Source: an optimization exercise on an open RTL-to-GDS flow (aim: small area). Production flows keep margins and buffers that such runs may drop.
At most, simulation tests tie the RTL to the original design; equivalence was not proved.

## run A
## necir_core
module necir_core #(
    parameter [7:0] DEV_ADDR       = 8'h00,
    parameter [7:0] CMD_POWER_ON   = 8'h08,
    parameter [7:0] CMD_POWER_OFF  = 8'h09,
    parameter [7:0] CMD_MODE_COOL  = 8'h30,
    parameter [7:0] CMD_MODE_HEAT  = 8'h31,
    parameter [7:0] CMD_MODE_FAN   = 8'h32,
    parameter [7:0] CMD_MODE_DRY   = 8'h33,
    parameter [7:0] CMD_MODE_AUTO  = 8'h34,
    parameter [7:0] TEMP_BASE      = 8'h10,
    parameter [7:0] CMD_FAN_LOW    = 8'h40,
    parameter [7:0] CMD_FAN_MEDIUM = 8'h41,
    parameter [7:0] CMD_FAN_HIGH   = 8'h42,
    parameter [7:0] CMD_FAN_AUTO   = 8'h43
) (
    input             clk,
    input             rst_n,        
    input             soft_rst,     
    input             bus_req,
    input             bus_we,
    input      [1:0]  bus_size,     
    input      [11:0] bus_addr,
    input      [31:0] bus_wdata,
    output            bus_ack,
    output            bus_err,
    output reg [31:0] bus_rdata,
    output reg        tx_call,      
    output            tx_send,      
    output     [15:0] tx_freq,
    output     [15:0] tx_duty,
    output            tx_pvalid,    
    output     [15:0] tx_pdata,
  ...
For scale: ~1200 flip-flops, ~150 I/O pins.
clock: 10.0 ns
lec_check: 0
cap_margin: 20
core_margin: 2
core_utilization: 60
slew_margin: 20
standard.sh (not shown) runs the stock make flow with config.mk's settings and CLKGATE_MAP_FILE= SYNTH_SCRIPT=/design/flow/synth_recipe.tcl, a recipe that flattens the netlist after the stock synthesis.
==> flow/flow/run.sh <==
#!/bin/bash
# Standard ORFS layout; CTS with one clock buffer size, larger sink clusters and no dummy
# loads; the smallest buffer on the ports. Output goes to standard.log.
set -euo pipefail
export CTS_ARGS="-sink_clustering_enable -repair_clock_nets -dont_use_dummy_load -buf_list {sky130_fd_sc_hd__clkbuf_8} -sink_clustering_size 20 -sink_clustering_max_diameter 50"
export BUFFER_PORTS_ARGS="-buffer_cell sky130_fd_sc_hd__buf_1"
bash standard.sh > standard.log 2>&1
> inputs changed (run A -> run B)
--- a/flow/design.v
+++ b/flow/design.v
@@ -153,29 +153,28 @@
             8'h04: case (opb)
                        8'd0: enc_cmd = CMD_FAN_LOW;
                        8'd1: enc_cmd = CMD_FAN_MEDIUM;
                        8'd2: enc_cmd = CMD_FAN_HIGH;
                        8'd3: enc_cmd = CMD_FAN_AUTO;
                        default: enc_err = ERR_ENUM;
                    endcase
             8'h05: begin
-                       enc_addr = 8'h00;       
+                       enc_addr = opa;
                        enc_cmd  = opb;
                    end
             default: ;
         endcase
     end
-    wire [7:0] pair_a = enc_addr | opa;
     wire is_encode = (op >= 8'h01) && (op <= 8'h05);
     wire emit_op   = !illegal && is_encode && (enc_err == ERR_NONE);
     wire vwrd_op   = !illegal && (op == 8'h06);
     wire vpul_op   = !illegal && (op == 8'h07);
     wire [4:0]  emit_n    = ptr[5:1] - 5'd1;
-    wire        emit_bit  = (emit_n[4] ? enc_cmd[emit_n[2:0]] : pair_a[emit_n[2:0]]) ^ emit_n[3];
+    wire        emit_bit  = (emit_n[4] ? enc_cmd[emit_n[2:0]] : enc_addr[emit_n[2:0]]) ^ emit_n[3];
     reg  [15:0] emit_val;
     always @(*) begin
         if (ptr == 7'd0)
             emit_val = T_HDR_MARK;
         else if (ptr == 7'd1)
             emit_val = T_HDR_SPACE;
         else if (ptr[0] && emit_bit)
             emit_val = T_ONE_SPACE;
@@ -242,17 +241,17 @@
     wire s_emit = ~zflag & fin & emit_op & in_pul;
     wire s_pair = ~zflag & fin & emit_op & (ptr == E_PAIR);
     wire s_rx   = ~zflag & tail & (vwrd_op | vpul_op) & (ptr == E_RXR);
     wire s_head = ~zflag & ~(s_wlo | s_whi | s_emit | s_pair | s_rx);
     wire [15:0] ins = ({16{s_head}} & head) |
                       ({16{s_wlo}}  & bus_wdata[15:0]) |
                       ({16{s_whi}}  & bus_wdata[31:16]) |
                       ({16{s_emit}} & emit_val) |
-                      ({16{s_pair}} & {enc_cmd, pair_a}) |
+                      ({16{s_pair}} & {enc_cmd, enc_addr}) |
                       ({16{s_rx & rx_good}} & {rxword[23:16], rxword[7:0]});
     always @(posedge clk)
         ring <= {ins, ring[16*NENT-1:16]};
     wire rxw_clr  = ~rst_n | soft_rst;
     wire rxw_shift = fin & vpul_op & ptr[0] & (ptr != 7'd1) & in_pul;
     wire rxw_load = ~rxw_clr & wr_rxword;
     wire rxw_sh   = ~rxw_clr & rxw_shift;
     wire rxw_keep = ~rxw_clr & ~wr_rxword & ~rxw_shift;
### Flow results
- From run A to run B the numbers moved as follows: instance count along the most critical hold path about even, number of placed instances with taps included shrank by 2.6%.
- Run B completed every stage of the flow, and the final layout passed the timing, design-rule and antenna checks.
- Worst hold slack came out higher on run B than on run A.
- Run B ends up with a peak supply drop that is about 10% lower than in run A.
- Run B against run A: area share of fa/ha/maj cells after synthesis stayed essentially flat, count of clock buffers in the final design fell by 1.
- The area of all placed cells without fillers of run B is lower than that of run A.
No functional check of the RTL was part of run A.

========
necir_core with an RTL version that a note above also has.
Size in the first run: about 1,200 flip-flops, roughly 150 I/O pins, roughly 0.028 mm^2 of cells after synthesis.
clock: 10.0 ns
lec_check: 0
cap_margin: 20
core_margin: 2
core_utilization: 60
slew_margin: 20
==> flow/flow/run.sh <==
#!/bin/bash
# The standard ORFS layout (standard.sh) with three changes:
#  - synthesis maps the combinational logic with an area-oriented ABC script
#    (flow/my_synth.tcl, flow/area.abc); registers are mapped as in the standard synthesis;
#  - CTS uses clkbuf_8 with larger sink clusters and no dummy loads;
#  - the ports are buffered with the smallest buffer (buf_1).
# All tool output goes to standard.log; ORFS keeps its per-step logs under orfs/logs.
set -euo pipefail
here=$(pwd)
sed "s#SYNTH_SCRIPT=[^ ]*#SYNTH_SCRIPT=$here/flow/my_synth.tcl#" standard.sh > my_standard.sh
grep -q "SYNTH_SCRIPT=$here/flow/my_synth.tcl" my_standard.sh
export CTS_ARGS="-sink_clustering_enable -repair_clock_nets -dont_use_dummy_load -buf_list {sky130_fd_sc_hd__clkbuf_8} -sink_clustering_size 20 -sink_clustering_max_diameter 50"
export BUFFER_PORTS_ARGS="-buffer_cell sky130_fd_sc_hd__buf_1"
bash my_standard.sh > standard.log 2>&1
==> flow/flow/area.abc <==
strash
&get -n
&deepsyn -T 30
&put
dch -f
map -a
mfs2 -W 6 -F 4
strash
dc2
dch -f
map -a
topo
==> flow/flow/my_synth.tcl <==
# The standard synthesis (synth_recipe.tcl, unchanged), except that Yosys's abc pass
# maps the combinational logic with an area-oriented ABC script (area.abc). Flip-flops are
# mapped before abc, so the registers, their names and cell types are the standard ones.
set ::my_abc_script [file join [file dirname [file normalize [info script]]] area.abc]
proc abc {args} {
  set i [lsearch -exact $args -script]
  if { $i >= 0 } { lset args [expr {$i + 1}] $::my_abc_script }
  yosys abc {*}$args
}
source [file join [file dirname [file dirname [file normalize [info script]]]] synth_recipe.tcl]
==> next run, changes <==
--- a/flow/design.v
+++ b/flow/design.v
@@ -150,34 +150,36 @@
                        else
                            enc_cmd = TEMP_BASE + (opb - 8'd16);
                    end
             8'h04: case (opb)
                        8'd0: enc_cmd = CMD_FAN_LOW;
                        8'd1: enc_cmd = CMD_FAN_MEDIUM;
                        8'd2: enc_cmd = CMD_FAN_HIGH;
                        8'd3: enc_cmd = CMD_FAN_AUTO;
                        default: enc_err = ERR_ENUM;
                    endcase
             8'h05: begin
-                       enc_addr = opa;
+                       enc_addr = 8'h00;       
                        enc_cmd  = opb;
                    end
             default: ;
         endcase
     end
+    wire [7:0] pair_a = enc_addr | opa;
     wire is_encode = (op >= 8'h01) && (op <= 8'h05);
     wire emit_op   = !illegal && is_encode && (enc_err == ERR_NONE);
     wire vwrd_op   = !illegal && (op == 8'h06);
     wire vpul_op   = !illegal && (op == 8'h07);
-    wire [4:0]  emit_n    = ptr[5:1] - 5'd1;
-    wire        emit_bit  = (emit_n[4] ? enc_cmd[emit_n[2:0]] : enc_addr[emit_n[2:0]]) ^ emit_n[3];
+    wire [31:0] emit_word = {~enc_cmd, enc_cmd, ~pair_a, pair_a};
+    wire [31:0] emit_rot  = {emit_word[30:0], emit_word[31]};
+    wire        emit_bit  = emit_rot[ptr[5:1]];
     reg  [15:0] emit_val;
     always @(*) begin
         if (ptr == 7'd0)
             emit_val = T_HDR_MARK;
         else if (ptr == 7'd1)
             emit_val = T_HDR_SPACE;
         else if (ptr[0] && emit_bit)
             emit_val = T_ONE_SPACE;
         else
             emit_val = T_BIT_MARK;
     end
@@ -185,24 +187,23 @@
     reg  head_ok;
     always @(*) begin
         if (ptr == 7'd0)
             head_ok = (head == T_HDR_MARK);
         else if (ptr == 7'd1)
             head_ok = (head == T_HDR_SPACE);
         else if (ptr[0])
             head_ok = (head == T_ZERO_SPACE) || head_one;
         else
             head_ok = (head == T_BIT_MARK);
     end
-    wire long_op = emit_op | vpul_op;
-    wire start   = (ph == PH_IDLE) & ~zflag & (long_op ? (ptr == 7'd0) : (ptr == E_PAIR));
+    wire start   = (ph == PH_IDLE) & ~zflag & (ptr == 7'd0);
     reg  [1:0] eph;                         
     always @(*) begin
         eph = ph;
         if (ph == PH_IDLE)
             eph = start ? (vpul_op ? PH_P1OK : PH_FIN) : PH_IDLE;
         if (!wr_cmd)
             eph = PH_IDLE;
     end
     wire fin      = (eph == PH_FIN);
     wire tail     = fin | (eph == PH_BAD);   
     wire cmd_done = tail & p_end;
@@ -238,23 +239,23 @@
     end
     wire s_wlo  = ~zflag & (wr_pulse | (tail & (ptr == E_CMD_LO)));
     wire s_whi  = ~zflag & cmd_done;
     wire s_emit = ~zflag & fin & emit_op & in_pul;
     wire s_pair = ~zflag & fin & emit_op & (ptr == E_PAIR);
     wire s_rx   = ~zflag & tail & (vwrd_op | vpul_op) & (ptr == E_RXR);
     wire s_head = ~zflag & ~(s_wlo | s_whi | s_emit | s_pair | s_rx);
     wire [15:0] ins = ({16{s_head}} & head) |
                       ({16{s_wlo}}  & bus_wdata[15:0]) |
                       ({16{s_whi}}  & bus_wdata[31:16]) |
                       ({16{s_emit}} & emit_val) |
-                      ({16{s_pair}} & {enc_cmd, enc_addr}) |
+                      ({16{s_pair}} & {enc_cmd, pair_a}) |
                       ({16{s_rx & rx_good}} & {rxword[23:16], rxword[7:0]});
     always @(posedge clk)
         ring <= {ins, ring[16*NENT-1:16]};
     wire rxw_clr  = ~rst_n | soft_rst;
     wire rxw_shift = fin & vpul_op & ptr[0] & (ptr != 7'd1) & in_pul;
     wire rxw_load = ~rxw_clr & wr_rxword;
     wire rxw_sh   = ~rxw_clr & rxw_shift;
     wire rxw_keep = ~rxw_clr & ~wr_rxword & ~rxw_shift;
     always @(posedge clk)
         rxword <= ({32{rxw_load}} & bus_wdata) |
                   ({32{rxw_sh}}   & {head_one, rxword[31:1]}) |
After rerunning: Clock skew increases by 0.020 ns. Routed wire length increases by 1.6%. Setup slack gets better by 1.0 ns. Global-route usage increases by 0.46 points. Via count is about the same. Sequential cell count does not change. Worst hold slack gets worse by 0.0095 ns. Utilization hardly moves. Cell area barely changes.

-- port drivers added, routing unchanged --
The flow's constraints put no driver on any port. The routed layouts listed below were extracted and timed again, unchanged, in two steps. Step 1 (the two cells are an assumption about what drives the block):
set clk [get_ports {clk}]
set_driving_cell -lib_cell sky130_fd_sc_hd__clkbuf_16 $clk
set_driving_cell -lib_cell sky130_fd_sc_hd__buf_2 [delete_from_list [all_inputs] $clk]
Step 2 adds t to the input delays and takes it off the output delays; t is the mean of the earliest and latest rising clock arrival at the registers after step 1. Input paths then give back, and output paths get back, about the clock's delay inside the block. Slacks: ideal ports / drivers / drivers and shift; pairs: ideal ports / drivers.
run	t, ns	setup slack, ns	worst data-port slew with drivers (ns)	pins driven straight from the clock port
run A	0.673	2.648 / 2.618 / 2.618	0.09	1
run B	0.683	2.929 / 2.910 / 2.910	0.09	1
the first run of note 2	0.688	1.861 / 1.841 / 1.841	0.08	1
the second run of note 2	0.675	2.898 / 2.872 / 2.872	0.11	1
After both steps every run listed still meets setup and hold. For run A, which loses most, drivers alone change the setup slack by -0.030 ns; drivers and shift together by -0.030 ns.
